This design comes from an exercise in tuning for small area, a short achievable clock period and few clock cycles per item on the open sky130 flow, not from production work.
In this exercise RTL edits were held to simulation tests only and were not proved equivalent to the original.
Power is estimated from default activity; no workload was simulated.

==> design.v <==
module lora_rx_decoder (
    input  wire        clk,
    input  wire        rst,           
    input  wire        start,
    input  wire [3:0]  cfg_sf,        
    input  wire [3:0]  cfg_ppm,       
    input  wire [2:0]  cfg_rdd,       
    input  wire        cfg_explicit,  
    input  wire        sym_valid,
    output wire        sym_ready,
    input  wire [15:0] sym_data,
    output wire        out_valid,
    input  wire        out_ready,
    output wire [7:0]  out_data
);
    reg  [3:0]  sh;                   
    reg  [3:0]  sf;                   
    reg  [3:0]  pm1;                  
    reg  [2:0]  rdd;
    reg         expl;
    reg         in_v;
    reg  [11:0] in_u;                 
    reg  [11:0] sb [0:7];
    reg  [2:0]  m;                    
    reg  [2:0]  r;                    
    reg         ld_hdr;               
    reg         sb_full;
    reg         first_x;              
    reg  [11:0] cb [0:7];
    reg  [3:0]  j;                    
    reg         cw_v;
    reg         cw_hdr;
    reg         q_v;
    reg  [7:0]  q_cw;
    reg  [3:0]  q_key;
    reg         q_hdr;
    reg         ov;
    reg  [5:0]  od;
    reg  [7:0]  s;
    reg         widx;
    wire [3:0] ppm_eff = (cfg_ppm == 4'd0) ? cfg_sf : cfg_ppm;
    wire a_free  = ~ov | out_ready;
    wire q_adv   = q_v & a_free;
    wire qfree   = ~q_v | q_adv;
    wire take    = cw_v & qfree;
    wire cw_last = (j == pm1);
    wire xfer    = sb_full & ~cw_v;
    wire take0   = xfer & qfree;
    wire tk      = take | take0;
    wire s1_go   = in_v & (~sb_full | xfer);
    wire [2:0] wl1 = ld_hdr ? 3'd7 : (3'd3 + rdd);    
    wire ld_last = (m == wl1);
    reg  rdy;
    assign sym_ready = rdy;
    wire acc = sym_valid & rdy;
    reg  [11:0] below, pa0, pa1, pa2, pa3, cy;
    integer ci;
    always @* begin
        for (ci = 0; ci < 12; ci = ci + 1)
            below[ci] = (ci + 1 < sh);
        pa0 = sym_data[11:0] | below;
        for (ci = 0; ci < 12; ci = ci + 1) begin
            pa1[ci] = (ci >= 1) ? pa0[ci] & pa0[ci-1] : pa0[ci];
        end
        for (ci = 0; ci < 12; ci = ci + 1) begin
            pa2[ci] = (ci >= 2) ? pa1[ci] & pa1[ci-2] : pa1[ci];
        end
        for (ci = 0; ci < 12; ci = ci + 1) begin
            pa3[ci] = (ci >= 4) ? pa2[ci] & pa2[ci-4] : pa2[ci];
        end
        for (ci = 0; ci < 12; ci = ci + 1) begin
            cy[ci] = (sh != 4'd0) & ~below[ci] &
                     ((ci == 0) ? 1'b1 :
                      (ci - 1 >= 8) ? pa3[ci-1] & pa3[ci-9] : pa3[ci-1]);
        end
    end
    wire [11:0] u_in = sym_data[11:0] ^ cy;
    reg  [11:0] gm;
    always @* for (ci = 0; ci < 12; ci = ci + 1) gm[ci] = (ci + 1 < sf);
    wire [11:0] G     = in_u ^ ({1'b0, in_u[11:1]} & gm);
    wire [4:0]  sa    = {1'b0, sh} + 5'd7 - {2'b0, r};
    wire [18:0] Gx    = {G, 7'd0};
    wire [18:0] A     = Gx >> sa;
    wire [11:0] B     = G >> (sf - {1'b0, r});
    reg  [11:0] rot;
    always @* for (ci = 0; ci < 12; ci = ci + 1) rot[ci] = (ci < r) ? B[ci] : A[ci];
    wire [7:0] cw = {cb[7][j], cb[6][j], cb[5][j], cb[4][j],
                     cb[3][j], cb[2][j], cb[1][j], cb[0][j]};
    wire [7:0] cw0 = {sb[7][0], sb[6][0], sb[5][0], sb[4][0],
                      sb[3][0], sb[2][0], sb[1][0], sb[0][0]};
    wire [7:0] cw_in  = take0 ? cw0 : cw;
    wire       hdr_in = take0 ? first_x : cw_hdr;
    wire use_key = ~(hdr_in & expl & (take0 | (j < 4'd5)));
    wire [3:0] key = widx ? {s[0], s[1], s[2], s[3]} : {s[4], s[5], s[6], s[7]};
    wire [2:0] cur_rdd = q_hdr ? 3'd4 : rdd;
    wire b0 = q_cw[0], b1 = q_cw[1], b2 = q_cw[2], b3 = q_cw[3];
    wire b4 = q_cw[4], b5 = q_cw[5], b6 = q_cw[6], b7 = q_cw[7];
    wire p0 = b0 ^ b1 ^ b2 ^ b4;
    wire p1 = b1 ^ b2 ^ b3 ^ b5;
    wire p2 = b0 ^ b1 ^ b3 ^ b6;
    wire p3 = b0 ^ b2 ^ b3 ^ b7;
    wire [3:0] s84 = {p3, p2, p1, p0};
    wire [2:0] s74 = {p2, p1, p0};
    reg [3:0] flip;
    reg       dec_e, dec_b;
    always @* begin
        flip  = 4'd0;
        dec_e = 1'b0;
        dec_b = 1'b0;
        case (cur_rdd)
            3'd1: dec_e = b4 ^ (b0 ^ b1 ^ b2 ^ b3);
            3'd2: dec_e = (b4 ^ (b0 ^ b1 ^ b2)) | (b5 ^ (b1 ^ b2 ^ b3));
            3'd3: begin
                dec_e = (s74 != 3'd0);
                case (s74)
                    3'd5: flip = 4'h1;
                    3'd7: flip = 4'h2;
                    3'd3: flip = 4'h4;
                    3'd6: flip = 4'h8;
                    default: ;
                endcase
            end
            3'd4: begin
                dec_e = (s84 != 4'd0);
                case (s84)
                    4'hD: flip = 4'h1;
                    4'h7: flip = 4'h2;
                    4'hB: flip = 4'h4;
                    4'hE: flip = 4'h8;
                    4'h0, 4'h1, 4'h2, 4'h4, 4'h8: ;
                    default: dec_b = 1'b1;
                endcase
            end
            default: ;
        endcase
    end
    wire [3:0] dec_d = q_cw[3:0] ^ flip ^ q_key;
    assign out_valid = ov;
    assign out_data  = {2'b00, od};
    integer i;
    always @(posedge clk) begin
        if (acc) begin
            in_u  <= u_in;
        end
        if (s1_go)
            sb[m] <= rot;
        for (i = 0; i < 8; i = i + 1)
            if (xfer)
                cb[i] <= sb[i];
        if (q_adv)
            od <= {dec_b, dec_e, dec_d};
        if (tk) begin
            q_cw  <= cw_in;
            q_key <= use_key ? key : 4'd0;
            q_hdr <= hdr_in;
        end
    end
    wire in_v_n    = acc | (in_v & ~s1_go);
    wire sb_full_n = (s1_go & ld_last) | (sb_full & ~xfer);
    wire cw_v_n    = xfer ? ~(take0 & (pm1 == 4'd0)) : (cw_v & ~(take & cw_last));
    always @(posedge clk) begin
        if (rst | start)
            rdy <= ~rst;
        else
            rdy <= ~in_v_n | ~sb_full_n | ~cw_v_n;
        if (start) begin
            sh   <= (cfg_ppm == 4'd0) ? 4'd0 : cfg_sf - cfg_ppm;
            sf   <= cfg_sf;
            pm1  <= ppm_eff - 4'd1;
            rdd  <= cfg_rdd;
            expl <= cfg_explicit;
        end
        if (rst | start) begin
            in_v    <= 1'b0;
            m       <= 3'd0;
            r       <= 3'd0;
            ld_hdr  <= 1'b1;
            sb_full <= 1'b0;
            first_x <= 1'b1;
            cw_v    <= 1'b0;
            cw_hdr  <= 1'b1;
            j       <= 4'd0;
            ov      <= 1'b0;
            q_v     <= 1'b0;
            s       <= 8'hFF;
            widx    <= 1'b0;
        end else begin
            if (acc)
                in_v <= 1'b1;
            else if (s1_go)
                in_v <= 1'b0;
            if (s1_go) begin
                if (ld_last) begin
                    m      <= 3'd0;
                    r      <= 3'd0;
                    ld_hdr <= 1'b0;
                end else begin
                    m <= m + 3'd1;
                    r <= ({1'b0, r} == pm1) ? 3'd0 : r + 3'd1;
                end
            end
            if (s1_go & ld_last)
                sb_full <= 1'b1;
            else if (xfer)
                sb_full <= 1'b0;
            if (xfer) begin
                cw_v    <= ~(take0 & (pm1 == 4'd0));
                cw_hdr  <= first_x;
                first_x <= 1'b0;
                j       <= take0 ? 4'd1 : 4'd0;
            end else if (take) begin
                if (cw_last)
                    cw_v <= 1'b0;
                j <= j + 4'd1;
            end
            if (a_free)
                ov <= q_adv;
            if (tk)
                q_v <= 1'b1;
            else if (q_adv)
                q_v <= 1'b0;
            if (tk & use_key) begin
                if (widx)
                    s <= {s[0] ^ s[2] ^ s[3] ^ s[4], s[7:1]};
                widx <= ~widx;
            end
        end
    end
endmodule
==> flow/run.sh <==
#!/bin/bash
# The standard layout (standard.sh: standard synthesis and ORFS flow) with:
#  - resizing not tied to the cell footprint;
#  - the port buffers made with buf_2 cells.
bash standard.sh SETUP_SLACK_MARGIN=6.0 MATCH_CELL_FOOTPRINT=0 \
    'BUFFER_PORTS_ARGS=-buffer_cell sky130_fd_sc_hd__buf_2' finish > standard.log 2>&1
==> standard.sh <==
#!/bin/bash
# synth_recipe.tcl (not shown) runs the flow's synth.tcl, then flattens the netlist and writes it again
# the make line also repeats each setting of config.mk as NAME=value (left out here)
make -C /OpenROAD-flow-scripts/flow DESIGN_CONFIG=/design/flow/config.mk WORK_HOME=/design/flow/orfs CLKGATE_MAP_FILE= SYNTH_SCRIPT=/design/flow/synth_recipe.tcl "${@:-finish}"
==> config.mk <==
export PLATFORM = sky130hd
export DESIGN_NAME = lora_rx_decoder
export DESIGN_NICKNAME = lora_rx_decoder
export VERILOG_FILES = /design/flow/design.v
export SDC_FILE = /design/flow/constraint.sdc
export NUM_CORES = 4
export LEC_CHECK = 0
export ABC_AREA = 1
export CAP_MARGIN = 20
export CORE_MARGIN = 2
export CORE_UTILIZATION = 40
export CTS_BUF_LIST = sky130_fd_sc_hd__clkbuf_8
export CTS_CLUSTER_DIAMETER = 60
export CTS_CLUSTER_SIZE = 16
export SETUP_SLACK_MARGIN = 5
export SLEW_MARGIN = 20
==> constraint.sdc <==
create_clock -name core_clock -period 9.0 [get_ports {clk}]
set_input_delay 1.8000 -clock core_clock [delete_from_list [all_inputs] [get_ports {clk}]]
set_output_delay 1.8000 -clock core_clock [all_outputs]
set_load 0.01 [all_outputs]
==> flow_metrics.py, run 1 <==
metrics = {
    "routing": {
        "detail_route.drc_violations": 0,
        "top_layer": "met4",
        "postRouteAntennaNets": 0,
        "drt_pre_antenna_iters": 7,
        "routed_wl_um": 27000,
        "detail_route.vias_per_cell": 5.11,
        "m1WireLength_um": 11500,
        "drt_iter0_markers": 625,
        "dr_wl_met3_um": 1250,
        "vias": 8349,
        "post_drt_wl_per_cell_um": 16.5,
        "met2WireLength_um": 13600,
    },
    "global_route": {
        "first_global_vias": 8347,
        "grt.total_usage": 0.168,
        "grt_first_pass_wirelength_um": 43500,
        "antenna_violations_before_repair": 0,
        "largest_net_degree_at_the_start_of_global_routing": 54,
        "overflow": 0,
    },
    "place": {
        "place_hpwl_um": 18400,
        "placed_cells": 1573,
        "dpl_cell_area_um2": 13000,
        "place.port_buffers": 36,
        "gpl.final_weighted_congestion": 0.859,
    },
    "sta": {
        "grt_setup_unrepaired": "no",
        "count_of_endpoints_failing_hold_in_the_final_timing_report": 0,
        "finClkSkew_ns": 0.0362,
        "finalCriticalPeriod_ns": 2.92,
        "final-max-slew-violation-count": 0,
        "fin_hold_ws_ns": 0.405,
        "setup_tns_ns": 0,
        "min_period_over_period": 0.325,
        "setup-violations-final": 0,
        "max_freq_ghz": 0.342,
        "worst_slew_pin_tran_ns": 1.05,
        "slew_headroom": 0.300,
    },
    "pwr": {
        "clock_power_share": 0.268,
        "combinationalPowerShare": 0.200,
        "seq_power_share": 0.533,
        "power.net_switching_mw": 0.819,
        "switching_share": 0.301,
        "internal_power_mw": 1.90,
        "vdd.ir_drop.worst_mv": 0.102,
        "p_leak_nw": 5.21,
        "power_per_cell_area_nw_per_um2": 197,
    },
    "floorplan": {
        "die_area_um2": 32300,
        "dieWidth_um": 180,
        "floorplan.io_pins": 43,
        "starting_utilization_of_the_core_area": 0.405,
        "fp.coreArea_um2": 30500,
        "placementRows": 64,
        "die-height_um": 180,
    },
    "clock_tree": {
        "cts-htree-levels": 1,
        "clock_tree_buf_depth": 3,
        "cts_tree": "yes",
        "cts_made_buffers": 25,
        "clk_root_buffer_cell": "sky130_fd_sc_hd__clkbuf_8",
        "cts_num_sinks": 267,
        "clk-insertion-delay-late_ns": 0.58,
        "cts.reportedPaths.clkPinSlew_ns": 0.09,
    },
    "worst_setup_path": {
        "worst-path-stages": 1,
        "worst_setup_path_end_kind": "output pin",
        "crit_path_cells": "buf_2",
        "required_ns": 7.20,
        "slowest_delay_ns": 0.39,
        "crit_path_top_delay_cell": "sky130_fd_sc_hd__dfxtp_1",
        "ff2ff_path_depth": 12,
        "critical_path.startpoint_type": "flop",
        "critPathMaxFanout": 4,
        "kind_of_cell_with_the_highest_combined_delay_on_the_critical_path": "flip-flops",
        "worstPathArrival_ns": 1.12,
        "worst-setup-path-type": "flop to output pin",
        "critical_path_buf_inv_count": 1,
    },
    "yosys": {
        "synthesis.area_per_instance_um2": 10.6,
        "netlist_area_um2": 12300,
        "async_flop_share": 0,
        "synth_cells": 1169,
        "synth_edf_count": 239,
        "synth.yosys.warnings": 2,
        "yosys_most_used_dff": "sky130_fd_sc_hd__edfxtp_1",
        "synth-seq-area-share": 0.627,
        "synth.lib_cells_used.distinct": 53,
        "synth-seq-cells": 267,
    },
    "cells_and_area": {
        "seqCellArea_um2": 7740,
        "final.fill_count": 2824,
        "layout.cells.most_common_list": "sky130_fd_sc_hd__edfxtp_1, sky130_fd_sc_hd__nand2_1, sky130_fd_sc_hd__nand3_1",
        "fin_cells": 1635,
        "mostFrequentLayoutCell": "sky130_fd_sc_hd__edfxtp_1",
        "drive_above_1_share": 0.131,
        "num-nets-final": 1278,
        "syn2layout_area_growth_pct": 11.6,
        "antenna_cells_inserted": 0,
        "design_area_um2": 13800,
        "multi_input_gate_area_in_the_final_layout_um2": 4180,
    },
    "worst_hold_path": {
        "hold_path_class": "flop to flop",
        "hold_depth": 0,
    },
    "run": {
        "max-cap-violations": 0,
    },
    "run_status": {
        "outcome": "no timing/DRC/antenna violations",
    },
}
-- timing repair --
| item | 4_1_cts | 5_1_grt |
|---|---|---|
| pin swaps | 5 | 4 |
| buffers inserted | 9 | 6 |
| hold buffers | 0 | 0 |
| gates resized for setup | 18 | 14 |
| gates cloned | 1 | 0 |
| endpoints found under the setup margin | 96 | 89 |
-- cells by family after synthesis --
logic type,synth area share
buffers and inverters,0.0493
adder cells (fa/ha/maj),0.0272
AO/OA/AOI/OAI,0.0857
flip-flops,0.627
XOR/XNOR,0.0380
other,0.000304
AND/OR/NAND/NOR,0.173
-- layout make-up --
type,count,area share
clock buffer,26,0.0260
sequential,267,0.562
multi-input combinational,750,0.303
timing repair buffer,62,0.0300
inverter,113,0.0320
timing repair inverter,1,0.000363
clock inverter,20,0.0109
tap,396,0.0360
-- per-stage QoR --
| step | total power [mW] | setup WS (ns) | utilization |
|---|---|---|---|
| 6_report | 2.72 | 6.08 | 0.452 |
| 5_1_grt | 2.85 | 6.01 | 0.452 |
| 4_1_cts | 2.72 | 6.03 | 0.448 |
| 3_5_place_dp | 1.92 | 4.84 | 0.425 |
| 3_3_place_gp | 1.92 | 4.83 | 0.425 |
| 2_1_floorplan | 1.77 | 5.95 | - |
-- final timing paths --
check | startpoint | to | slack, ns
worst max-delay path | ov | out_valid | 6.08
worst min-delay path | sb[3][2] | cb[3][2] | 0.41
worst max register to register | r[1] | sb[2][8] | 6.15
worst min register to register | sb[3][2] | cb[3][2] | 0.41
-- synthesized netlist by cell type, drive strengths merged, types with 4 or more instances --
master | instances | area, um^2
dfxtp | 28 | 561
inv | 111 | 419
or2 | 4 | 27.5
o21bai | 5 | 37.5
a31oi | 4 | 31.3
nor3 | 8 | 40.0
nor4 | 4 | 31.3
a211oi | 4 | 30.0
buf | 17 | 95.1
o211ai | 11 | 82.6
edfxtp | 239 | 7180
a21oi | 47 | 243
nor2 | 119 | 477
o21ai | 74 | 382
xor2 | 34 | 313
nand3 | 120 | 606
xnor2 | 17 | 156
nand4 | 10 | 62.6
o22ai | 16 | 100
clkbuf | 23 | 87.6
o221ai | 11 | 96.3
ha | 22 | 275
nand2 | 224 | 861
-- flip-flops by register name (all words and copies together) (netlist names), 4 cells and up --
register	flops
cb	96
in_u	12
j	4
od	6
pm1	4
q_cw	8
q_key	4
s	8
sb	96
sf	4
sh	4
-- power groups by stage --
stage          logic (mW)  clock network (mW)  registers, mW
3_3_place_gp        0.437                   0           1.48
5_1_grt             0.597               0.801           1.45
3_5_place_dp        0.443                   0           1.48
4_1_cts             0.520               0.750           1.45
2_1_floorplan       0.297                   0           1.47
6_report            0.543               0.728           1.45
-- per-layer routing --
metal	vias to the layer above	global-route usage
met5	-	0
met4	0	0.0475
met3	46	0.0221
met2	179	0.304
met1	3975	0.210
li1	4149	-
Testbench counts, summed over its fixed seeds: cycles 7,995, bytes 6,173.
==> inputs of run 2 (changes only) <==
--- a/config.mk
+++ b/config.mk
@@ -12,5 +12,6 @@
 export CTS_BUF_LIST = sky130_fd_sc_hd__clkbuf_8
 export CTS_CLUSTER_DIAMETER = 60
 export CTS_CLUSTER_SIZE = 16
+export PLACE_DENSITY = 0.7
 export SETUP_SLACK_MARGIN = 5
 export SLEW_MARGIN = 20
==> run 2 against run 1 <==
  * Via count rose by 1.2%
  * Non-clock buffer count shrank 8
  * Routed wire length about the same
  * Area after synthesis stayed put
  * Final area is 1.5% lower
  * Utilization down 0.66 points
  * Still clean
  * Largest power group unchanged
==> flow_metrics.py, run 2 <==
metrics = {
    "worst_setup_path": {
        "required_ns": 9.41,
        "critPathCapture": "s[2]",
        "ff2ff_path_depth": 12,
        "worstSetupStartpoint": "out_ready",
        "r2r-start": "r[1]",
        "critPathMaxFanout": 12,
        "rrSetupSlack_ns": 6.13,
        "worstPathArrival_ns": 3.29,
        "worst_setup_path_end_kind": "flop",
        "critical_path.startpoint_type": "primary input",
        "worst_r2r_endpoint": "sb[6][0]",
        "worst-setup-path-type": "primary input to flop",
    },
    "pwr": {
        "vdd.ir_drop.worst_mv": 0.134,
        "report.power.total_mw": 2.61,
        "power_per_cell_area_nw_per_um2": 192,
        "p_leak_nw": 5.11,
    },
    "sta": {
        "setup-violations-final": 0,
        "count_of_endpoints_failing_hold_in_the_final_timing_report": 0,
        "timing.final.ws_setup_ns": 6.13,
        "slew_headroom": 0.322,
        "worst_slew_pin_tran_ns": 1.01,
        "finClkSkew_ns": 0.0174,
        "max_freq_ghz": 0.348,
        "finalCriticalPeriod_ns": 2.87,
        "setup_tns_ns": 0,
        "final-max-slew-violation-count": 0,
        "grt_setup_unrepaired": "no",
        "min_period_over_period": 0.319,
    },
    "yosys": {
        "synth-xor-area-share": 0.0380,
        "synth-compound-area-share": 0.0857,
        "post-synth-top-count-cell": "sky130_fd_sc_hd__edfxtp_1",
        "leading_cell_types_by_total_area_after_synthesis": "sky130_fd_sc_hd__edfxtp_1, sky130_fd_sc_hd__nand2_1, sky130_fd_sc_hd__nand3_1",
        "yosys_most_used_dff": "sky130_fd_sc_hd__edfxtp_1",
        "synth_edf_count": 239,
        "netlist_area_um2": 12300,
        "synth-seq-area-share": 0.627,
        "synth.yosys.warnings": 2,
        "synthesis.area_per_instance_um2": 10.6,
        "post_synth_mux_area_share": 0,
        "synth_largest_type_area_fraction": 0.581,
        "async_flop_share": 0,
        "synth_cells": 1169,
        "post_synth_most_frequent_cells": "sky130_fd_sc_hd__edfxtp_1, sky130_fd_sc_hd__nand2_1, sky130_fd_sc_hd__nand3_1, sky130_fd_sc_hd__nor2_1, sky130_fd_sc_hd__inv_1",
        "synth_top_family_by_area": "simple AND/OR/NAND/NOR gates",
        "synth_simple_gate_area_frac": 0.173,
        "synth-adder-area-share": 0.0272,
        "synth-seq-cells": 267,
        "synth.lib_cells_used.distinct": 53,
        "synth.largest_area_cell": "sky130_fd_sc_hd__edfxtp_1",
    },
    "cells_and_area": {
        "layout.cells.most_common_list": "sky130_fd_sc_hd__edfxtp_1, sky130_fd_sc_hd__nand2_1, sky130_fd_sc_hd__nand3_1",
        "final.fill_count": 2810,
        "mostFrequentLayoutCell": "sky130_fd_sc_hd__edfxtp_1",
        "fin_cells": 1617,
        "syn2layout_area_growth_pct": 9.97,
        "num-nets-final": 1266,
        "drive_above_1_share": 0.120,
        "largest_registers": "cb x96, sb x96, in_u x12",
        "antenna_cells_inserted": 0,
    },
    "routing": {
        "drt_pre_antenna_iters": 5,
        "detail_route.drc_violations": 0,
        "routed_wl_um": 27000,
        "post_drt_wl_per_cell_um": 16.7,
        "vias": 8446,
        "postRouteAntennaNets": 0,
        "detail_route.vias_per_cell": 5.22,
        "drt_iter0_markers": 622,
    },
    "floorplan": {
        "die-height_um": 180,
        "die_area_um2": 32300,
        "floorplan.io_pins": 43,
        "fp.coreArea_um2": 30500,
        "placementRows": 64,
        "starting_utilization_of_the_core_area": 0.405,
        "dieWidth_um": 180,
    },
    "global_route": {
        "grt.total_usage": 0.164,
        "first_global_vias": 8177,
        "largest_net_degree_at_the_start_of_global_routing": 91,
        "antenna_violations_before_repair": 0,
        "overflow": 0,
        "grt_first_pass_wirelength_um": 42400,
    },
    "clock_tree": {
        "clk_root_buffer_cell": "sky130_fd_sc_hd__clkbuf_8",
        "clk-insertion-delay-late_ns": 0.55,
        "cts_tree": "yes",
        "cts-htree-levels": 1,
        "cts_made_buffers": 22,
        "cts_num_sinks": 267,
        "clock_tree_buf_depth": 3,
        "holdBufCountCts": 0,
        "cts.reportedPaths.clkPinSlew_ns": 0.10,
    },
    "place": {
        "placed_cells": 1570,
        "gpl.final_weighted_congestion": 0.894,
        "place.port_buffers": 36,
        "place_hpwl_um": 18400,
        "dp_slack_ns": 4.89,
    },
    "run": {
        "max-cap-violations": 0,
    },
    "worst_hold_path": {
        "hold_path_class": "flop to flop",
        "min-delay-start": "sb[3][2]",
    },
    "run_status": {
        "outcome": "no timing/DRC/antenna violations",
    },
}
==> run 2: cell count changes in the layout (fill, tap and decap cells not counted), moves of 2 or more <==
cell and change:
sky130_fd_sc_hd__clkinv_8 -2, sky130_fd_sc_hd__inv_6 -2, sky130_fd_sc_hd__nand2_2 +2, sky130_fd_sc_hd__nand2_4 -2, sky130_fd_sc_hd__inv_8 -2, sky130_fd_sc_hd__inv_4 +2
sky130_fd_sc_hd__inv_1 -2, sky130_fd_sc_hd__buf_4 -8, sky130_fd_sc_hd__clkbuf_8 -4
==> run 2: repair_timing <==
item                                   CTS  global route
buffers inserted                         4             5
pin swaps                                2             4
resized for setup                       17            16
endpoints found under the hold margin    0             0
setup endpoints to repair              108            80
==> run 2: area by class of cell <==
type,instances,area (um^2),area share
clock buffer,22,303,0.0223
inverter,113,440,0.0324
clock inverter,15,83.8,0.00617
tap,396,495,0.0365
timing repair buffer,54,344,0.0253
sequential,267,7740,0.570
multi-input combinational,750,4170,0.307
==> run 2: worst max-delay path: stages <==
cell	delay [ns]
sky130_fd_sc_hd__buf_2	0.10
sky130_fd_sc_hd__inv_1	0.07
sky130_fd_sc_hd__nand3_1	0.15
sky130_fd_sc_hd__nand2_4	0.26
sky130_fd_sc_hd__inv_4	0.14
sky130_fd_sc_hd__nand2_2	0.08
sky130_fd_sc_hd__o21ai_1	0.06
sky130_fd_sc_hd__nand2_1	0.09
sky130_fd_sc_hd__nand2_2	0.10
sky130_fd_sc_hd__nor2_4	0.16
sky130_fd_sc_hd__inv_2	0.11
sky130_fd_sc_hd__nand2_1	0.07
sky130_fd_sc_hd__o211ai_1	0.07
==> run 2: cell families (layout without fill, tap and decap cells) <==
kind of cell	count (synthesis)	in the layout
AO/OA/AOI/OAI	179	179
XOR/XNOR	51	51
adder cells (fa/ha/maj)	25	25
buffers and inverters	153	204
flip-flops	267	267
other	1	2
AND/OR/NAND/NOR	493	493
==> run 2: report_power, final <==
| group | switching [mW] | leakage (nW) | internal, mW | total [mW] |
|---|---|---|---|---|
| logic | 0.367 | 2.48 | 0.166 | 0.533 |
| clock network | 0.392 | 0.225 | 0.237 | 0.629 |
| registers | 0.0165 | 2.41 | 1.43 | 1.45 |
==> run 2: per-layer routing <==
layer	track usage	wire, um	vias up
met5	0	0	-
met4	0.0676	1010	0
met3	0.0245	1410	67
met2	0.281	13300	254
met1	0.208	11300	3999
li1	-	-	4126
==> run 2: how the worst min path moves through the flow <==
stage / to / slack, ns / cells past startpoint
3_5_place_dp: cb[0][3] / 0.40 / 0
3_3_place_gp: cb[4][9] / 0.40 / 0
6_report: cb[3][2] / 0.41 / 0
2_1_floorplan: cb[0][10] / 0.40 / 0
4_1_cts: cb[5][8] / 0.42 / 0
5_1_grt: cb[3][2] / 0.42 / 0
==> run 2: stage by stage <==
stage          hold slack [ns]  area, um^2   util
6_report                 0.412       13600  0.445
5_1_grt                  0.417       13600  0.445
4_1_cts                  0.421       13400  0.441
3_5_place_dp             0.405       12900  0.424
3_3_place_gp             0.400       12900  0.424
2_1_floorplan            0.400       12400      -
==> inputs of run 3 (changes only) <==
--- a/design.v
+++ b/design.v
@@ -44,8 +44,8 @@
     wire qfree   = ~q_v | q_adv;
     wire take    = cw_v & qfree;
     wire cw_last = (j == pm1);
-    wire xfer    = sb_full & ~cw_v;
-    wire take0   = xfer & qfree;
+    wire xfer    = sb_full & (~cw_v | (take & cw_last));
+    wire take0   = sb_full & ~cw_v & qfree;
     wire tk      = take | take0;
     wire s1_go   = in_v & (~sb_full | xfer);
     wire [2:0] wl1 = ld_hdr ? 3'd7 : (3'd3 + rdd);    
--- a/config.mk
+++ b/config.mk
@@ -12,6 +12,5 @@
 export CTS_BUF_LIST = sky130_fd_sc_hd__clkbuf_8
 export CTS_CLUSTER_DIAMETER = 60
 export CTS_CLUSTER_SIZE = 16
-export PLACE_DENSITY = 0.7
 export SETUP_SLACK_MARGIN = 5
 export SLEW_MARGIN = 20
==> run 3 against run 2 <==
  * Critical endpoint is now sb[1][2]
  * Die area down 0.24%
  * Highest routed layer unchanged
  * Largest cell class unchanged
  * Still clean on timing, DRC and antenna
  * Cell count unchanged
  * Combinational power up 3.9%
  * Register-to-register slack lost 0.06 ns
  * Clock-buffer cell count increased by 2
==> flow_metrics.py, run 3 <==
metrics = {
    "pwr": {
        "switching_share": 0.300,
        "internal_power_mw": 1.90,
        "vdd.ir_drop.worst_mv": 0.0963,
        "clock_power_share": 0.261,
        "combinationalPowerShare": 0.204,
        "seq_power_share": 0.535,
        "p_leak_nw": 5.21,
        "power.net_switching_mw": 0.813,
        "power_per_cell_area_nw_per_um2": 195,
    },
    "worst_setup_path": {
        "crit_path_top_delay_cell": "sky130_fd_sc_hd__fa_2",
        "rrSetupSlack_ns": 6.07,
        "ff2ff_path_depth": 11,
        "critical_path.startpoint_type": "flop",
        "kind_of_cell_with_the_highest_combined_delay_on_the_critical_path": "adder cells",
        "crit_path_cells": "inv_1 > ha_1 > ha_2 > inv_1 > fa_2 > clkinvlp_4 > nor3_1 > a21o_1 > inv_1 > a21oi_4 > buf_12",
        "worst_setup_path_end_kind": "flop",
        "worst-path-stages": 11,
        "worst-setup-path-type": "flop to flop",
        "critical_path.most_common_cell": "sky130_fd_sc_hd__inv_1",
        "required_ns": 9.40,
        "slowest_delay_ns": 0.62,
        "critical_path_buf_inv_count": 5,
        "worstPathArrival_ns": 3.33,
        "critPathMaxFanout": 8,
    },
    "yosys": {
        "synthesis.area_per_instance_um2": 10.6,
        "synth-seq-cells": 267,
        "async_flop_share": 0,
        "synth_largest_type_area_fraction": 0.583,
        "yosys_most_used_dff": "sky130_fd_sc_hd__edfxtp_1",
        "synth.largest_area_cell": "sky130_fd_sc_hd__edfxtp_1",
        "synth-seq-area-share": 0.628,
        "synth_edf_count": 239,
        "synth.lib_cells_used.distinct": 51,
        "netlist_area_um2": 12300,
        "synth.yosys.warnings": 2,
        "synth_cells": 1163,
        "post-synth-top-count-cell": "sky130_fd_sc_hd__edfxtp_1",
        "post_synth_most_frequent_cells": "sky130_fd_sc_hd__edfxtp_1, sky130_fd_sc_hd__nand2_1, sky130_fd_sc_hd__nor2_1, sky130_fd_sc_hd__nand3_1, sky130_fd_sc_hd__inv_1",
        "leading_cell_types_by_total_area_after_synthesis": "sky130_fd_sc_hd__edfxtp_1, sky130_fd_sc_hd__nand2_1, sky130_fd_sc_hd__nand3_1",
    },
    "clock_tree": {
        "cts_tree": "yes",
        "cts.reportedPaths.clkPinSlew_ns": 0.09,
        "cts_num_sinks": 267,
        "cts-htree-levels": 1,
        "clk-insertion-delay-late_ns": 0.58,
        "clk_root_buffer_cell": "sky130_fd_sc_hd__clkbuf_8",
        "clock_tree_buf_depth": 3,
        "holdBufCountCts": 0,
        "cts_made_buffers": 24,
    },
    "routing": {
        "postRouteAntennaNets": 0,
        "vias": 8303,
        "drt_iter0_markers": 501,
        "routed_wl_um": 27100,
        "detail_route.drc_violations": 0,
        "drt_pre_antenna_iters": 5,
        "detail_route.vias_per_cell": 5.13,
        "post_drt_wl_per_cell_um": 16.8,
    },
    "sta": {
        "setup-violations-final": 0,
        "slew_headroom": 0.297,
        "count_of_endpoints_failing_hold_in_the_final_timing_report": 0,
        "grt_setup_unrepaired": "no",
        "finClkSkew_ns": 0.0440,
        "setup_tns_ns": 0,
        "worst_slew_pin_tran_ns": 1.05,
        "fin_hold_ws_ns": 0.397,
        "max_freq_ghz": 0.342,
        "finalCriticalPeriod_ns": 2.93,
        "min_period_over_period": 0.325,
        "final-max-slew-violation-count": 0,
    },
    "worst_hold_path": {
        "hold_depth": 0,
        "hold_path_class": "flop to flop",
    },
    "place": {
        "place_hpwl_um": 17900,
        "place.port_buffers": 36,
        "gpl.final_weighted_congestion": 0.882,
        "dpl_cell_area_um2": 13000,
    },
    "cells_and_area": {
        "syn2layout_area_growth_pct": 12.8,
        "layout.cells.most_common_list": "sky130_fd_sc_hd__edfxtp_1, sky130_fd_sc_hd__nand2_1, sky130_fd_sc_hd__nand3_1",
        "mostFrequentLayoutCell": "sky130_fd_sc_hd__edfxtp_1",
        "design_area_um2": 13900,
        "final_core_utilization": 0.457,
        "largest_registers": "cb x96, sb x96, in_u x12",
        "num-nets-final": 1265,
        "drive_above_1_share": 0.127,
        "antenna_cells_inserted": 0,
    },
    "global_route": {
        "overflow": 0,
        "grt_first_pass_wirelength_um": 43400,
        "largest_net_degree_at_the_start_of_global_routing": 68,
        "first_global_vias": 8276,
        "antenna_violations_before_repair": 0,
        "grt.total_usage": 0.168,
    },
    "floorplan": {
        "fp.coreArea_um2": 30400,
        "dieWidth_um": 179,
        "starting_utilization_of_the_core_area": 0.405,
        "die_area_um2": 32200,
        "die-height_um": 179,
        "placementRows": 64,
        "floorplan.io_pins": 43,
    },
    "run": {
        "max-cap-violations": 0,
    },
    "run_status": {
        "outcome": "no timing/DRC/antenna violations",
    },
}
## run 3: worst register-to-register path: cells and delay by family (launching register included)
family	cells	cell delay, ns
fa+ha+maj	3	1.14
buf+inv	5	0.63
flops	1	0.39
simple gates	1	0.32
compound gates	2	0.31
## run 3: power by group through the flow
| stage | Sequential (mW) | Clock (mW) | Combinational (mW) |
|---|---|---|---|
| 4_1_cts | 1.45 | 0.728 | 0.529 |
| 2_1_floorplan | 1.47 | 0 | 0.303 |
| 3_5_place_dp | 1.48 | 0 | 0.455 |
| 5_1_grt | 1.45 | 0.773 | 0.611 |
| 6_report | 1.45 | 0.708 | 0.554 |
| 3_3_place_gp | 1.48 | 0 | 0.451 |
## run 3: cell type report
cell class	count	area, um^2
fillers	2818	16500
flip-flops and latches	267	7740
multi-input cells	744	4280
well taps	396	495
inverters	114	473
repair buffers	55	433
clock buffers	24	330
clock inverters	16	138
repair inverters	1	7.51
## run 3: timing repair
item | 4_1_cts | 5_1_grt
setup endpoints to repair | 228 | 241
endpoints found under the hold margin | 0 | 0
cloned | 1 | 0
setup buffers | 9 | 4
pin swaps | 7 | 6
resized for setup | 28 | 19
## run 3: cell families after synthesis
kind of cell	Yosys count	share of synthesized area
other	1	0.000304
and+or+nand+nor	483	0.169
AOI/OAI and AO/OA	181	0.0860
buffers and inverters	153	0.0490
xor gates and xnor gates	53	0.0401
DFF	267	0.628
adders and majority gates	25	0.0272
## run 3: per-layer routing
layer | global-route usage | vias to the layer above | wire length, um | part of all wire
met1 | 0.218 | 3946 | 11700 | 0.43
met5 | 0 | - | 0 | 0
li1 | - | 4120 | - | -
met3 | 0.0199 | 44 | 1210 | 0.045
met4 | 0.0485 | 0 | 741 | 0.027
met2 | 0.297 | 193 | 13500 | 0.50
## run 3: final timing paths
check	startpoint	to
setup reg to reg	r[1]	sb[1][2]
hold / removal	sb[3][1]	cb[3][1]
setup / recovery	r[1]	sb[1][2]
hold reg to reg	sb[3][1]	cb[3][1]
## run 3: per-stage QoR
stage	std cells	setup slack [ns]	total power, mW
2_1_floorplan	1164	4.92	1.77
3_3_place_gp	1563	4.67	1.93
3_5_place_dp	1563	4.64	1.94
4_1_cts	1613	5.81	2.71
5_1_grt	1617	6.00	2.84
6_report	1617	6.07	2.71
Testbench counts of run 3, summed over its fixed seeds: cycles 7,995, bytes 6,173.

[separate check: timing with driven ports]
In the flow no input, the clock included, has a driving cell. The finished layouts below were timed again as built, in two steps. Step 1, drivers: a clkbuf_16 drives clk and a buf_2 each remaining input, both assumed. Step 2 adds t to the input delays and takes it off the output delays; t is the mean of the earliest and latest rising clock arrival at the registers after step 1. Input paths then give back, and output paths get back, about the clock's delay inside the block. Three values: ideal ports, drivers, drivers and shift; two values: the first two.
run | shift t [ns] | setup WS [ns] | worst hold slack (ns)
run 1 | 0.607 | 6.075 / 6.033 / 5.624 | 0.405 / 0.405 / 0.405
run 2 | 0.594 | 6.127 / 6.079 / 5.563 | 0.412 / 0.412 / 0.412
run 3 | 0.605 | 6.072 / 6.044 / 5.497 | 0.397 / 0.397 / 0.397
After both steps setup and hold are still met in every run listed. The setup slack of run 3, which loses most, moves by -0.028 ns with the drivers and by -0.575 ns with both steps.
